Background: an optimization exercise with open tools, aiming at small area. Do not read the settings as production practice.
Function was checked by simulation only, so behaviour that the tests miss may differ from the original.
No driver is modelled on the clock port, so clock power and skew are understated where the tree is cut down; a real chip needs a root buffer or a tree.
Power and IR drop assume default switching activity.

==> trial 20 <==
==> flow/design.v <==
module rc5_decoder (
    input  wire        clk,
    input  wire        rst,           
    input  wire        req_valid,
    input  wire [35:0] req,
    input  wire [31:0] LOW_BOUND,
    input  wire [31:0] HIGH_BOUND,
    output reg  [16:0] rsp,
    output wire        available,
    output wire        evt_en,
    output reg         tick_clr
);
    localparam [2:0] OP_NOP   = 3'b000,
                     OP_EDGE  = 3'b001,
                     OP_EVENT = 3'b010,
                     OP_ARM   = 3'b011,
                     OP_TAKE  = 3'b100,
                     OP_XCMD  = 3'b101,
                     OP_XTOG  = 3'b110,
                     OP_XADDR = 3'b111;
    localparam [2:0] S_START1 = 3'd0,
                     S_MID1   = 3'd1,
                     S_MID0   = 3'd2,
                     S_START0 = 3'd3,
                     S_BEGIN  = 3'd4,
                     S_END    = 3'd5;
    localparam [1:0] EV_SS = 2'd0,
                     EV_SP = 2'd1,
                     EV_LS = 2'd2,
                     EV_LP = 2'd3;
    reg [2:0]  state;
    reg [3:0]  cnt;
    reg [13:0] acc;
    reg [13:0] word;
    reg        avail;
    reg        evt_en_r;
    assign available = avail;
    assign evt_en    = evt_en_r;
    wire [2:0]  op    = req[35:33];
    wire        level = req[32];
    wire [31:0] ticks = req[31:0];
    wire [1:0]  ev_in = req[1:0];
    wire [15:0] w     = req[15:0];
    wire        is_long  = (ticks > LOW_BOUND) && (ticks < HIGH_BOUND);
    wire [1:0]  edge_ev  = {is_long, level};
    wire        is_edge  = req_valid && (op == OP_EDGE);
    wire        is_event = req_valid && (op == OP_EVENT);
    wire        is_arm   = req_valid && (op == OP_ARM);
    wire        deliver  = (is_edge || is_event) && evt_en_r;
    wire [1:0]  ev       = is_edge ? edge_ev : ev_in;
    function [2:0] next_state;
        input [2:0] s;
        input [1:0] e;
        begin
            next_state = s;
            case (s)
                S_START1: if (e == EV_SS) next_state = S_MID1;
                S_MID1:   if (e == EV_SP) next_state = S_START1;
                          else if (e == EV_LP) next_state = S_MID0;
                S_MID0:   if (e == EV_SS) next_state = S_START0;
                          else if (e == EV_LS) next_state = S_MID1;
                S_START0: if (e == EV_SP) next_state = S_MID0;
                default:  next_state = s;
            endcase
        end
    endfunction
    wire [2:0]  ns       = next_state(state, ev);
    wire        emit     = (ns == S_MID0) || (ns == S_MID1);
    wire        err_self = (ns == state);
    wire        err_ovr  = emit && (cnt == 4'd0);
    wire [3:0]  cnt_dec  = cnt - 4'd1;
    wire [3:0]  cnt_nx   = emit ? cnt_dec : cnt;
    wire [13:0] bit_mask = 14'd1 << cnt_dec;
    wire [13:0] acc_nx   = (ns == S_MID1) ? (acc | bit_mask) : acc;
    wire        complete = (cnt_nx == 4'd0) && ((ns == S_START1) || (ns == S_MID0));
    always @(posedge clk) begin
        if (rst) begin
            state    <= S_BEGIN;
            cnt      <= 4'd14;
            acc      <= 14'd0;
            word     <= 14'd0;
            avail    <= 1'b0;
            evt_en_r <= 1'b0;
        end else if (is_arm) begin
            state    <= S_BEGIN;
            cnt      <= 4'd14;
            acc      <= 14'd0;
            word     <= 14'd0;
            avail    <= 1'b0;
            evt_en_r <= 1'b1;
        end else if (deliver) begin
            if (state == S_BEGIN) begin
                cnt   <= cnt_dec;
                acc   <= acc | bit_mask;
                state <= S_MID1;
            end else if (err_self || err_ovr) begin
                state    <= S_BEGIN;
                cnt      <= 4'd14;
                acc      <= 14'd0;
                word     <= 14'd0;
                avail    <= 1'b0;
                evt_en_r <= 1'b1;
            end else begin
                cnt <= cnt_nx;
                acc <= acc_nx;
                if (complete) begin
                    state    <= S_END;
                    word     <= acc_nx;
                    avail    <= 1'b1;
                    evt_en_r <= 1'b0;
                end else begin
                    state <= ns;
                end
            end
        end
    end
    always @(*) begin
        rsp      = 17'd0;
        tick_clr = 1'b0;
        if (!rst && req_valid) begin
            case (op)
                OP_EDGE, OP_EVENT: tick_clr = evt_en_r;
                OP_TAKE:  rsp = avail ? {1'b1, 2'b00, word} : 17'd0;
                OP_XCMD:  rsp = {1'b1, 10'd0, w[5:0]};
                OP_XTOG:  rsp = {1'b1, 15'd0, w[11]};
                OP_XADDR: rsp = {1'b1, 11'd0, w[10:6]};
                default:  ;
            endcase
        end
    end
endmodule
==> flow/run.sh <==
#!/bin/bash
# synth_recipe.tcl (not shown) runs the flow's synth.tcl, then flattens the netlist and writes it again
# the make line also repeats each setting of config.mk as NAME=value (left out here)
make -C /OpenROAD-flow-scripts/flow DESIGN_CONFIG=/design/flow/config.mk WORK_HOME=/design/flow/orfs CLKGATE_MAP_FILE= SYNTH_SCRIPT=/design/flow/synth_recipe.tcl finish
==> flow/config.mk <==
export PLATFORM = sky130hd
export DESIGN_NAME = rc5_decoder
export DESIGN_NICKNAME = rc5_decoder
export VERILOG_FILES = /design/flow/design.v
export SDC_FILE = /design/flow/constraint.sdc
export NUM_CORES = 4
export LEC_CHECK = 0
export CAP_MARGIN = 20
export CORE_MARGIN = 2
export CORE_UTILIZATION = 40
export SLEW_MARGIN = 20
==> flow/constraint.sdc <==
create_clock -name core_clock -period 8.0 [get_ports {clk}]
set_input_delay 1.6000 -clock core_clock [delete_from_list [all_inputs] [get_ports {clk}]]
set_output_delay 1.6000 -clock core_clock [all_outputs]
set_load 0.01 [all_outputs]
==> build 31: changes against trial 20 <==
==> flow/design.v (replaced) <==
module rc5_decoder (
    input  wire        clk,
    input  wire        rst,           
    input  wire        req_valid,
    input  wire [35:0] req,
    input  wire [31:0] LOW_BOUND,
    input  wire [31:0] HIGH_BOUND,
    output reg  [16:0] rsp,
    output wire        available,
    output wire        evt_en,
    output reg         tick_clr
);
    localparam [2:0] OP_EDGE  = 3'b001,
                     OP_EVENT = 3'b010,
                     OP_ARM   = 3'b011,
                     OP_TAKE  = 3'b100,
                     OP_XCMD  = 3'b101,
                     OP_XTOG  = 3'b110,
                     OP_XADDR = 3'b111;
    localparam [1:0] P_IDLE  = 2'b00,
                     P_BEGIN = 2'b01,
                     P_START = 2'b10,
                     P_MID   = 2'b11;
    reg [1:0]  phase;
    reg [13:0] sh;
    wire [2:0]  op    = req[35:33];
    wire [31:0] ticks = req[31:0];
    wire [15:0] w     = req[15:0];
    wire        en_r  = (phase != P_IDLE);
    wire        avail = (phase == P_IDLE) && sh[13];
    assign available = avail;
    assign evt_en    = en_r;
    wire        is_long = (ticks > LOW_BOUND) && (ticks < HIGH_BOUND);
    wire        e_long  = op[0] ? is_long : req[1];
    wire        e_pulse = op[0] ? req[32] : req[0];
    wire        deliver = req_valid && (op == OP_EDGE || op == OP_EVENT) && en_r;
    wire        is_arm  = req_valid && (op == OP_ARM);
    wire        b       = sh[0];       
    wire        full    = sh[13];      
    wire        last    = sh[12];      
    wire        in_mid  = phase[0];
    wire        ok      = in_mid ? (e_pulse == b) : (!e_long && (e_pulse != b));
    wire        emit    = !in_mid || e_long;
    wire        nbit    = in_mid ? !b : b;
    wire        err     = !ok || (emit && full);
    wire        done    = in_mid ? (b && (e_long ? last : full)) : (!b && last);
    wire        clr     = rst || is_arm || (deliver && phase[1] && err);
    wire        shift   = deliver && (phase == P_BEGIN || (phase[1] && emit));
    always @(posedge clk) begin
        if (clr)
            sh <= 14'd0;
        else if (shift)
            sh <= {sh[12:0], (phase == P_BEGIN) | nbit};
    end
    always @(posedge clk) begin
        if (rst)
            phase <= P_IDLE;
        else if (is_arm)
            phase <= P_BEGIN;
        else if (deliver) begin
            if (phase == P_BEGIN)
                phase <= P_MID;
            else if (err)
                phase <= P_BEGIN;
            else if (done)
                phase <= P_IDLE;
            else
                phase <= emit ? P_MID : P_START;
        end
    end
    always @(*) begin
        rsp      = 17'd0;
        tick_clr = 1'b0;
        if (!rst && req_valid) begin
            case (op)
                OP_EDGE, OP_EVENT: tick_clr = en_r;
                OP_TAKE:  rsp = avail ? {1'b1, 2'b00, sh} : 17'd0;
                OP_XCMD:  rsp = {1'b1, 10'd0, w[5:0]};
                OP_XTOG:  rsp = {1'b1, 15'd0, w[11]};
                OP_XADDR: rsp = {1'b1, 11'd0, w[10:6]};
                default:  ;
            endcase
        end
    end
endmodule
==> comparison <==
Cell area: build 31 is lower than trial 20 (about 25%). Fmax: build 31 is larger than trial 20 (about 8%). In trial 20 the final cell count is higher than in build 31, by 31%. Between build 31 and trial 20, the lower sequential cell count is in build 31 (gap 21). Between trial 20 and build 31, the lower via count is in build 31 (gap 34%, measured against build 31). Of build 31 and trial 20, trial 20 has the higher sequential power (gap 56%, measured against trial 20). In build 31 the count of clock-buffer cells in the layout is lower than in trial 20, by 1.


==> fjord: inputs <==
rc5_decoder, a different RTL version from the one above (not shown whole).
==> flow/config.mk <==
export PLATFORM = sky130hd
export DESIGN_NAME = rc5_decoder
export DESIGN_NICKNAME = rc5_decoder
export VERILOG_FILES = /design/flow/design.v
export SDC_FILE = /design/flow/constraint.sdc
export NUM_CORES = 4
export LEC_CHECK = 0
export CAP_MARGIN = 0
export CORE_MARGIN = 2
export CORE_UTILIZATION = 40
export SETUP_SLACK_MARGIN = -1.0
export SLEW_MARGIN = 0
export SYNTH_HIERARCHICAL = 1
export SYNTH_MINIMUM_KEEP_SIZE = 0
==> flow/constraint.sdc <==
create_clock -name core_clock -period 8.0 [get_ports {clk}]
set_input_delay 1.6000 -clock core_clock [delete_from_list [all_inputs] [get_ports {clk}]]
set_output_delay 1.6000 -clock core_clock [all_outputs]
set_load 0.01 [all_outputs]
standard.sh (not shown) runs the stock make flow with config.mk's settings and CLKGATE_MAP_FILE= SYNTH_SCRIPT=/design/flow/synth_recipe.tcl, a recipe that flattens the netlist after the stock synthesis.
==> flow/flow/run.sh <==
#!/bin/bash
# The standard layout (standard.sh, standard synthesis script), with:
#  * DONT_USE_CELLS: the platform's list plus the larger drive strengths of
#    the logic cells (flow/dont_use.txt), so that synthesis maps the
#    single-gate modules of the RTL to the smallest cells;
#  * port buffers of the smallest buffer cell (buf_1) instead of the cell
#    buffer_ports picks by default;
#  * a clock tree of clkbuf_4 cells, one sink cluster and no dummy loads,
#    which flow/post_cts.tcl (run at the end of the CTS step) collapses to
#    its root buffer, sized to clkbuf_8, driving all 16 registers.
# The whole output of the flow goes to standard_flow.log; ORFS keeps each
# step's log under orfs/logs/.
set -euo pipefail
here=$(cd "$(dirname "$0")" && pwd)
DONT_USE=$(cat "$here/dont_use.txt")
CTS="-sink_clustering_enable -repair_clock_nets -dont_use_dummy_load"
CTS="$CTS -buf_list sky130_fd_sc_hd__clkbuf_4 -root_buf sky130_fd_sc_hd__clkbuf_4"
CTS="$CTS -sink_clustering_buffer sky130_fd_sc_hd__clkbuf_4"
CTS="$CTS -sink_clustering_size 30 -sink_clustering_max_diameter 300"
bash standard.sh "DONT_USE_CELLS=$DONT_USE" \
    "BUFFER_PORTS_ARGS=-buffer_cell sky130_fd_sc_hd__buf_1" \
    "CTS_ARGS=$CTS" "POST_CTS_TCL=$here/post_cts.tcl" finish > standard_flow.log 2>&1
==> flow/flow/post_cts.tcl <==
# Run by the CTS step after clock_tree_synthesis (POST_CTS_TCL): collapse
# the two-level clock tree built for these 16 registers to its root
# buffer, sized up to clkbuf_8, which then drives every register.
set db    [ord::get_db]
set block [ord::get_db_block]
set clk_port_net [$block findNet clk]
set roots {}
foreach it [$clk_port_net getITerms] {
  lappend roots [$it getInst]
}
if { [llength $roots] == 1 } {
  set root [lindex $roots 0]
  set root_net [[$root findITerm X] getNet]
  set leaves {}
  foreach it [$root_net getITerms] {
    set inst [$it getInst]
    if { [$it isInputSignal] && [string match "*clkbuf*" [[$inst getMaster] getName]] } {
      lappend leaves $inst
    }
  }
  foreach inst $leaves {
    set leaf_net [[$inst findITerm X] getNet]
    set sinks {}
    foreach s [$leaf_net getITerms] {
      if { [$s isInputSignal] } { lappend sinks $s }
    }
    foreach s $sinks {
      $s disconnect
      $s connect $root_net
    }
    puts "post_cts: removed [$inst getName] ([[$inst getMaster] getName]), [llength $sinks] sinks moved to [$root_net getName]"
    odb::dbInst_destroy $inst
    odb::dbNet_destroy $leaf_net
  }
  $root swapMaster [$db findMaster sky130_fd_sc_hd__clkbuf_8]
  puts "post_cts: root [$root getName] is now [[$root getMaster] getName]"
  detailed_placement
  check_placement -verbose
  estimate_parasitics -placement
  report_clock_skew
  report_worst_slack -max
  report_worst_slack -min
} else {
  puts "post_cts: clock port drives [llength $roots] cells, left as it is"
}
Other scripts of this flow, unchanged in this note and not shown: flow/flow/dont_use.txt
==> inputs of delta, as changes to fjord <==
--- a/flow/design.v
+++ b/flow/design.v
@@ -263,17 +263,17 @@
     rc5_nand2 u_ho31 (.a(ticks[31]), .b(hb_n31), .y(h_or31));
     rc5_o21ai u_lc31 (.a1(l_and31), .a2(lc[31]), .b1(l_or31), .y(lc[32]));
     rc5_o21ai u_hc31 (.a1(h_and31), .a2(hc[31]), .b1(h_or31), .y(hc[32]));
     wire is_long;
     rc5_nor2b u_long (.a(hc[32]), .b(lc[32]), .y(is_long));    
-    wire en, x10, nd, deliver, arm;
+    wire en, x10, nd, deliver, arm_n;
     rc5_or2    u_en   (.a(p1), .b(p0), .y(en));                        
     rc5_xor2   u_x10  (.a(o1), .b(o0), .y(x10));
     rc5_nand3  u_nd   (.a(req_valid), .b(x10), .c(en), .y(nd));
     rc5_nor3   u_dlv  (.a(nd), .b(o2), .c(rst), .y(deliver));
     assign tick_clr = deliver;
-    rc5_and4b  u_arm  (.a(o2), .b(req_valid), .c(o1), .d(o0), .y(arm));    
+    rc5_nand4b u_arm  (.a(o2), .b(req_valid), .c(o1), .d(o0), .y(arm_n));  
     wire eL_n, eP;
     rc5_mux2i  u_el   (.s(o0), .a1(is_long), .a0(req[1]), .y(eL_n));    
     rc5_mux2   u_ep   (.s(o0), .a1(req[32]), .a0(req[0]), .y(eP));
     wire nb, y_bad, m_err_n, err, emit, d_a, d_b, done;
     rc5_xnor2  u_nb   (.a(shn[0]), .b(p0), .y(nb));                    
@@ -282,33 +282,32 @@
     rc5_nand2b u_err  (.a(y_bad), .b(m_err_n), .y(err));               
     rc5_nand2  u_emit (.a(p0), .b(eL_n), .y(emit));                    
     rc5_nor2   u_da   (.a(nb), .b(shn[12]), .y(d_a));                  
     rc5_nor2   u_db   (.a(shn[0]), .b(shn[13]), .y(d_b));              
     rc5_mux2   u_done (.s(emit), .a1(d_a), .a0(d_b), .y(done));
-    wire p1_d, p1_m_n, z, dp_n, x_n, w_n, p1_nx, p0_nx;
+    wire p1_d, p1_m_n, z, p0_d, p0_m_n, p1_nx, p0_nx;
     rc5_o21ai  u_p1d  (.a1(err), .a2(done), .b1(p1), .y(p1_d));         
     rc5_mux2i  u_p1m  (.s(deliver), .a1(p1_d), .a0(p1), .y(p1_m_n));
-    rc5_nor3   u_p1n  (.a(rst), .b(arm), .c(p1_m_n), .y(p1_nx));
-    rc5_a21oi  u_z    (.a1(p0), .a2(eL_n), .b1(d_a), .y(z));            
-    rc5_nand2  u_dp   (.a(deliver), .b(p1), .y(dp_n));
-    rc5_a21oi  u_x    (.a1(p0), .a2(dp_n), .b1(arm), .y(x_n));
-    rc5_o21ai  u_w    (.a1(err), .a2(z), .b1(deliver), .y(w_n));
-    rc5_a21oi  u_p0n  (.a1(x_n), .a2(w_n), .b1(rst), .y(p0_nx));
-    wire p1_n, sft_n, hold, shift, h13_n;
+    rc5_nor3b  u_p1n  (.a(rst), .b(p1_m_n), .c(arm_n), .y(p1_nx));
+    rc5_nor2b  u_z    (.a(d_a), .b(emit), .y(z));                      
+    rc5_or3b   u_p0d  (.a(err), .b(z), .c(p1), .y(p0_d));              
+    rc5_mux2i  u_p0m  (.s(deliver), .a1(p0_d), .a0(p0), .y(p0_m_n));
+    rc5_a21oi  u_p0n2 (.a1(arm_n), .a2(p0_m_n), .b1(rst), .y(p0_nx));    
+    wire p1_n, sft_n, shift, h13_n, nbit_n;
     rc5_inv    u_p1n2 (.a(p1), .y(p1_n));
     rc5_nand3  u_sft  (.a(deliver), .b(p1), .c(emit), .y(sft_n));      
-    rc5_o21ai  u_hold (.a1(p1_n), .a2(emit), .b1(deliver), .y(hold));  
-    rc5_inv    u_shf  (.a(hold), .y(shift));
-    rc5_nand2b u_h13  (.a(rst), .b(hold), .y(h13_n));                  
+    rc5_o21a   u_shf  (.a1(p1_n), .a2(emit), .b1(deliver), .y(shift));  
+    rc5_or2    u_h13  (.a(shift), .b(rst), .y(h13_n));                 
+    rc5_nor2b  u_nbit (.a(nb), .b(p1), .y(nbit_n));                    
     wire [13:0] shn_nx;
     genvar k;
     generate
         for (k = 1; k < 13; k = k + 1) begin : g_sh
             rc5_o22a u_sh (.a1(sft_n), .a2(shn[k-1]), .b1(shift), .b2(shn[k]), .y(shn_nx[k]));
         end
     endgenerate
-    rc5_a2bb2o u_sh0 (.a1_n(sft_n), .a2_n(nb), .b1(hold), .b2(shn[0]), .y(shn_nx[0]));
+    rc5_mux2 u_sh0  (.s(shift), .a1(nbit_n), .a0(shn[0]), .y(shn_nx[0]));
     rc5_o22a u_sh13 (.a1(sft_n), .a2(shn[12]), .b1(h13_n), .b2(shn[13]), .y(shn_nx[13]));
     always @(posedge clk) begin
         p1  <= p1_nx;
         p0  <= p0_nx;
         shn <= shn_nx;
@@ -356,11 +355,11 @@
 module rc5_and3   (input wire a, input wire b, input wire c, output wire y); assign y = a & b & c;        endmodule
 module rc5_and3b  (input wire a, input wire b, input wire c, output wire y); assign y = ~a & b & c;       endmodule
 module rc5_nor3b  (input wire a, input wire b, input wire c, output wire y); assign y = ~a & ~b & c;      endmodule
 module rc5_or3b   (input wire a, input wire b, input wire c, output wire y); assign y = a | b | ~c;       endmodule
 module rc5_maj3   (input wire a, input wire b, input wire c, output wire y); assign y = (a & b) | (c & (a | b)); endmodule
-module rc5_and4b  (input wire a, input wire b, input wire c, input wire d, output wire y); assign y = ~a & b & c & d;    endmodule
+module rc5_nand4b (input wire a, input wire b, input wire c, input wire d, output wire y); assign y = ~(~a & b & c & d); endmodule
 module rc5_mux2   (input wire s, input wire a1, input wire a0, output wire y); assign y = s ? a1 : a0;     endmodule
 module rc5_mux2i  (input wire s, input wire a1, input wire a0, output wire y); assign y = ~(s ? a1 : a0);  endmodule
 module rc5_o21ai  (input wire a1, input wire a2, input wire b1, output wire y); assign y = ~((a1 | a2) & b1); endmodule
 module rc5_or3    (input wire a, input wire b, input wire c, output wire y); assign y = a | b | c;        endmodule
 module rc5_o21a   (input wire a1, input wire a2, input wire b1, output wire y); assign y = (a1 | a2) & b1;  endmodule
@@ -368,13 +367,10 @@
     assign y = (a1 | a2) & (b1 | b2);
 endmodule
 module rc5_o211ai (input wire a1, input wire a2, input wire b1, input wire c1, output wire y);
     assign y = ~((a1 | a2) & b1 & c1);
 endmodule
-module rc5_a2bb2o (input wire a1_n, input wire a2_n, input wire b1, input wire b2, output wire y);
-    assign y = (~a1_n & ~a2_n) | (b1 & b2);
-endmodule
 module rc5_a21oi  (input wire a1, input wire a2, input wire b1, output wire y); assign y = ~((a1 & a2) | b1); endmodule
 module rc5_o31a   (input wire a1, input wire a2, input wire a3, input wire b1, output wire y);
     assign y = (a1 | a2 | a3) & b1;
 endmodule
 module rc5_a22oi  (input wire a1, input wire a2, input wire b1, input wire b2, output wire y);
==> flow/flow/run.sh (replaced) <==
#!/bin/bash
# The standard layout (standard.sh, standard synthesis script), with:
#  * DONT_USE_CELLS: the platform's list plus the larger drive strengths of
#    the logic cells (flow/dont_use.txt), so that synthesis maps the
#    single-gate modules of the RTL to the smallest cells;
#  * port buffers of the smallest buffer cell (buf_1) instead of the cell
#    buffer_ports picks by default;
#  * a clock tree of clkbuf_4 cells, one sink cluster and no dummy loads.
# The whole output of the flow goes to standard_flow.log; ORFS keeps each
# step's log under orfs/logs/.
set -euo pipefail
here=$(cd "$(dirname "$0")" && pwd)
DONT_USE=$(cat "$here/dont_use.txt")
CTS="-sink_clustering_enable -repair_clock_nets -dont_use_dummy_load"
CTS="$CTS -buf_list sky130_fd_sc_hd__clkbuf_4 -root_buf sky130_fd_sc_hd__clkbuf_4"
CTS="$CTS -sink_clustering_buffer sky130_fd_sc_hd__clkbuf_4"
CTS="$CTS -sink_clustering_size 30 -sink_clustering_max_diameter 300"
bash standard.sh "DONT_USE_CELLS=$DONT_USE" \
    "BUFFER_PORTS_ARGS=-buffer_cell sky130_fd_sc_hd__buf_1" \
    "CTS_ARGS=$CTS" finish > standard_flow.log 2>&1
CAP_MARGIN = 20   (was 0)
SETUP_SLACK_MARGIN = -0.4   (was -1.0)
SLEW_MARGIN = 20   (was 0)
removed: flow/flow/post_cts.tcl
==> inputs of juniper, as changes to fjord <==
--- a/flow/design.v
+++ b/flow/design.v
@@ -263,17 +263,17 @@
     rc5_nand2 u_ho31 (.a(ticks[31]), .b(hb_n31), .y(h_or31));
     rc5_o21ai u_lc31 (.a1(l_and31), .a2(lc[31]), .b1(l_or31), .y(lc[32]));
     rc5_o21ai u_hc31 (.a1(h_and31), .a2(hc[31]), .b1(h_or31), .y(hc[32]));
     wire is_long;
     rc5_nor2b u_long (.a(hc[32]), .b(lc[32]), .y(is_long));    
-    wire en, x10, nd, deliver, arm;
+    wire en, x10, nd, deliver, arm_n;
     rc5_or2    u_en   (.a(p1), .b(p0), .y(en));                        
     rc5_xor2   u_x10  (.a(o1), .b(o0), .y(x10));
     rc5_nand3  u_nd   (.a(req_valid), .b(x10), .c(en), .y(nd));
     rc5_nor3   u_dlv  (.a(nd), .b(o2), .c(rst), .y(deliver));
     assign tick_clr = deliver;
-    rc5_and4b  u_arm  (.a(o2), .b(req_valid), .c(o1), .d(o0), .y(arm));    
+    rc5_nand4b u_arm  (.a(o2), .b(req_valid), .c(o1), .d(o0), .y(arm_n));  
     wire eL_n, eP;
     rc5_mux2i  u_el   (.s(o0), .a1(is_long), .a0(req[1]), .y(eL_n));    
     rc5_mux2   u_ep   (.s(o0), .a1(req[32]), .a0(req[0]), .y(eP));
     wire nb, y_bad, m_err_n, err, emit, d_a, d_b, done;
     rc5_xnor2  u_nb   (.a(shn[0]), .b(p0), .y(nb));                    
@@ -282,33 +282,32 @@
     rc5_nand2b u_err  (.a(y_bad), .b(m_err_n), .y(err));               
     rc5_nand2  u_emit (.a(p0), .b(eL_n), .y(emit));                    
     rc5_nor2   u_da   (.a(nb), .b(shn[12]), .y(d_a));                  
     rc5_nor2   u_db   (.a(shn[0]), .b(shn[13]), .y(d_b));              
     rc5_mux2   u_done (.s(emit), .a1(d_a), .a0(d_b), .y(done));
-    wire p1_d, p1_m_n, z, dp_n, x_n, w_n, p1_nx, p0_nx;
+    wire p1_d, p1_m_n, z, p0_d, p0_m_n, p1_nx, p0_nx;
     rc5_o21ai  u_p1d  (.a1(err), .a2(done), .b1(p1), .y(p1_d));         
     rc5_mux2i  u_p1m  (.s(deliver), .a1(p1_d), .a0(p1), .y(p1_m_n));
-    rc5_nor3   u_p1n  (.a(rst), .b(arm), .c(p1_m_n), .y(p1_nx));
-    rc5_a21oi  u_z    (.a1(p0), .a2(eL_n), .b1(d_a), .y(z));            
-    rc5_nand2  u_dp   (.a(deliver), .b(p1), .y(dp_n));
-    rc5_a21oi  u_x    (.a1(p0), .a2(dp_n), .b1(arm), .y(x_n));
-    rc5_o21ai  u_w    (.a1(err), .a2(z), .b1(deliver), .y(w_n));
-    rc5_a21oi  u_p0n  (.a1(x_n), .a2(w_n), .b1(rst), .y(p0_nx));
-    wire p1_n, sft_n, hold, shift, h13_n;
+    rc5_nor3b  u_p1n  (.a(rst), .b(p1_m_n), .c(arm_n), .y(p1_nx));
+    rc5_nor2b  u_z    (.a(d_a), .b(emit), .y(z));                      
+    rc5_or3b   u_p0d  (.a(err), .b(z), .c(p1), .y(p0_d));              
+    rc5_mux2i  u_p0m  (.s(deliver), .a1(p0_d), .a0(p0), .y(p0_m_n));
+    rc5_a21oi  u_p0n2 (.a1(arm_n), .a2(p0_m_n), .b1(rst), .y(p0_nx));    
+    wire p1_n, sft_n, shift, h13_n, nbit_n;
     rc5_inv    u_p1n2 (.a(p1), .y(p1_n));
     rc5_nand3  u_sft  (.a(deliver), .b(p1), .c(emit), .y(sft_n));      
-    rc5_o21ai  u_hold (.a1(p1_n), .a2(emit), .b1(deliver), .y(hold));  
-    rc5_inv    u_shf  (.a(hold), .y(shift));
-    rc5_nand2b u_h13  (.a(rst), .b(hold), .y(h13_n));                  
+    rc5_o21a   u_shf  (.a1(p1_n), .a2(emit), .b1(deliver), .y(shift));  
+    rc5_or2    u_h13  (.a(shift), .b(rst), .y(h13_n));                 
+    rc5_nor2b  u_nbit (.a(nb), .b(p1), .y(nbit_n));                    
     wire [13:0] shn_nx;
     genvar k;
     generate
         for (k = 1; k < 13; k = k + 1) begin : g_sh
             rc5_o22a u_sh (.a1(sft_n), .a2(shn[k-1]), .b1(shift), .b2(shn[k]), .y(shn_nx[k]));
         end
     endgenerate
-    rc5_a2bb2o u_sh0 (.a1_n(sft_n), .a2_n(nb), .b1(hold), .b2(shn[0]), .y(shn_nx[0]));
+    rc5_mux2 u_sh0  (.s(shift), .a1(nbit_n), .a0(shn[0]), .y(shn_nx[0]));
     rc5_o22a u_sh13 (.a1(sft_n), .a2(shn[12]), .b1(h13_n), .b2(shn[13]), .y(shn_nx[13]));
     always @(posedge clk) begin
         p1  <= p1_nx;
         p0  <= p0_nx;
         shn <= shn_nx;
@@ -356,11 +355,11 @@
 module rc5_and3   (input wire a, input wire b, input wire c, output wire y); assign y = a & b & c;        endmodule
 module rc5_and3b  (input wire a, input wire b, input wire c, output wire y); assign y = ~a & b & c;       endmodule
 module rc5_nor3b  (input wire a, input wire b, input wire c, output wire y); assign y = ~a & ~b & c;      endmodule
 module rc5_or3b   (input wire a, input wire b, input wire c, output wire y); assign y = a | b | ~c;       endmodule
 module rc5_maj3   (input wire a, input wire b, input wire c, output wire y); assign y = (a & b) | (c & (a | b)); endmodule
-module rc5_and4b  (input wire a, input wire b, input wire c, input wire d, output wire y); assign y = ~a & b & c & d;    endmodule
+module rc5_nand4b (input wire a, input wire b, input wire c, input wire d, output wire y); assign y = ~(~a & b & c & d); endmodule
 module rc5_mux2   (input wire s, input wire a1, input wire a0, output wire y); assign y = s ? a1 : a0;     endmodule
 module rc5_mux2i  (input wire s, input wire a1, input wire a0, output wire y); assign y = ~(s ? a1 : a0);  endmodule
 module rc5_o21ai  (input wire a1, input wire a2, input wire b1, output wire y); assign y = ~((a1 | a2) & b1); endmodule
 module rc5_or3    (input wire a, input wire b, input wire c, output wire y); assign y = a | b | c;        endmodule
 module rc5_o21a   (input wire a1, input wire a2, input wire b1, output wire y); assign y = (a1 | a2) & b1;  endmodule
@@ -368,13 +367,10 @@
     assign y = (a1 | a2) & (b1 | b2);
 endmodule
 module rc5_o211ai (input wire a1, input wire a2, input wire b1, input wire c1, output wire y);
     assign y = ~((a1 | a2) & b1 & c1);
 endmodule
-module rc5_a2bb2o (input wire a1_n, input wire a2_n, input wire b1, input wire b2, output wire y);
-    assign y = (~a1_n & ~a2_n) | (b1 & b2);
-endmodule
 module rc5_a21oi  (input wire a1, input wire a2, input wire b1, output wire y); assign y = ~((a1 & a2) | b1); endmodule
 module rc5_o31a   (input wire a1, input wire a2, input wire a3, input wire b1, output wire y);
     assign y = (a1 | a2 | a3) & b1;
 endmodule
 module rc5_a22oi  (input wire a1, input wire a2, input wire b1, input wire b2, output wire y);
==> flow/flow/run.sh (replaced) <==
#!/bin/bash
# The standard layout (standard.sh, standard synthesis script), with:
#  * DONT_USE_CELLS: the platform's list plus the larger drive strengths of
#    the logic cells (flow/dont_use.txt), so that synthesis maps the
#    single-gate modules of the RTL to the smallest cells;
#  * port buffers of the smallest buffer cell (buf_1) instead of the cell
#    buffer_ports picks by default;
#  * a clock tree of clkbuf_4 cells, one sink cluster and no dummy loads.
# The whole output of the flow goes to standard_flow.log; ORFS keeps each
# step's log under orfs/logs/.
set -euo pipefail
here=$(cd "$(dirname "$0")" && pwd)
DONT_USE=$(cat "$here/dont_use.txt")
CTS="-sink_clustering_enable -repair_clock_nets -dont_use_dummy_load"
CTS="$CTS -buf_list sky130_fd_sc_hd__clkbuf_4 -root_buf sky130_fd_sc_hd__clkbuf_4"
CTS="$CTS -sink_clustering_buffer sky130_fd_sc_hd__clkbuf_4"
CTS="$CTS -sink_clustering_size 30 -sink_clustering_max_diameter 300"
bash standard.sh "DONT_USE_CELLS=$DONT_USE" \
    "BUFFER_PORTS_ARGS=-buffer_cell sky130_fd_sc_hd__buf_1" \
    "CTS_ARGS=$CTS" finish > standard_flow.log 2>&1
CAP_MARGIN = 20   (was 0)
SETUP_SLACK_MARGIN = default   (was -1.0)
SLEW_MARGIN = 20   (was 0)
removed: flow/flow/post_cts.tcl
==> comparison <==
In sequential cell count, fjord and juniper do not differ.
Of juniper and fjord, juniper has the higher worst setup slack (gap 520 ps).
Area after synthesis is the same in delta and juniper.
Count of clock-buffer cells in the layout is the same in juniper and delta.
First-iteration DRC count, highest first: juniper, delta, fjord.
delta passed the timing, design-rule and antenna checks. fjord finished clean. juniper completed without violations.
Against fjord, the sequential share of layout area of delta is lower by 0.19 points.
==> figures <==
| item | juniper | delta | fjord |
|---|---|---|---|
| Total setup buffers inserted after CTS | 0 | 0 | - |
| GRT met3 Usage | 0.0274 | 0.0274 | 0.0216 |
| Adder and majority gate portion of the synthesized area | 0.0625 | 0.0625 | 0.0630 |
| Result of the run | finished clean | finished clean | finished clean |
| Die X | 70.4 um | 70.4 um | 70.1 um |
| Dpl cell area | 2280 um^2 | 2280 um^2 | 2260 um^2 |
| Total Wirelength | 5180 um | 5160 um | 5290 um |
| Proportion of power drawn by flip-flops and latches | 0.441 | 0.443 | 0.464 |
| Synth unique cells | 29 | 29 | 27 |
| Max-slew headroom | 0.586 | 0.582 | 0.574 |
| Slew @ Worst Pin | 616 ps | 622 ps | 634 ps |
| Critical path depth in cells | 41 | 41 | 40 |
| Insertion delay to the later sink of the worst-skew pair | 280 ps | 280 ps | 150 ps |

[port drivers added, routing unchanged]
No port has a modelled driver above. Below, the same layouts with a new extraction and two added sets of constraints. Step 1 (the two cells are an assumption about what drives the block):
set clk [get_ports {clk}]
set_driving_cell -lib_cell sky130_fd_sc_hd__clkbuf_16 $clk
set_driving_cell -lib_cell sky130_fd_sc_hd__buf_2 [delete_from_list [all_inputs] $clk]
Step 2 moves the port delays by t, midway between the first and last clock arrival at a register: inputs arrive t later, outputs are due t later. That takes back most of the time a late clock gives input paths. a / b / c = no drivers / after step 1 / after step 2; a / b = the first two.
| run | t (ns) | setup slack, ns | hold WS [ns] | worst setup path at the end | slew at the worst register clock pin (ns) |
|---|---|---|---|---|---|
| trial 20 | 0.326 | 2.203 / 2.182 / 2.182 | 0.464 / 0.464 / 0.464 | input to output | 0.09 / 0.09 |
| build 31 | 0.266 | 2.653 / 2.629 / 2.629 | 0.524 / 0.524 / 0.524 | input to output | 0.06 / 0.06 |
| fjord | 0.167 | 0.167 / 0.156 / -0.010 | 0.514 / 0.514 / 0.514 | input to register | 0.09 / 0.09 |
| delta | 0.288 | 0.339 / 0.324 / 0.036 | 0.510 / 0.510 / 0.510 | input to register | 0.09 / 0.09 |
| juniper | 0.289 | 0.691 / 0.673 / 0.384 | 0.510 / 0.510 / 0.510 | input to register | 0.09 / 0.09 |
With both steps, setup timing fails in fjord, where it was met with ideal ports. The setup slack of juniper, which loses most, moves by -0.018 ns with the drivers and by -0.307 ns with both steps.
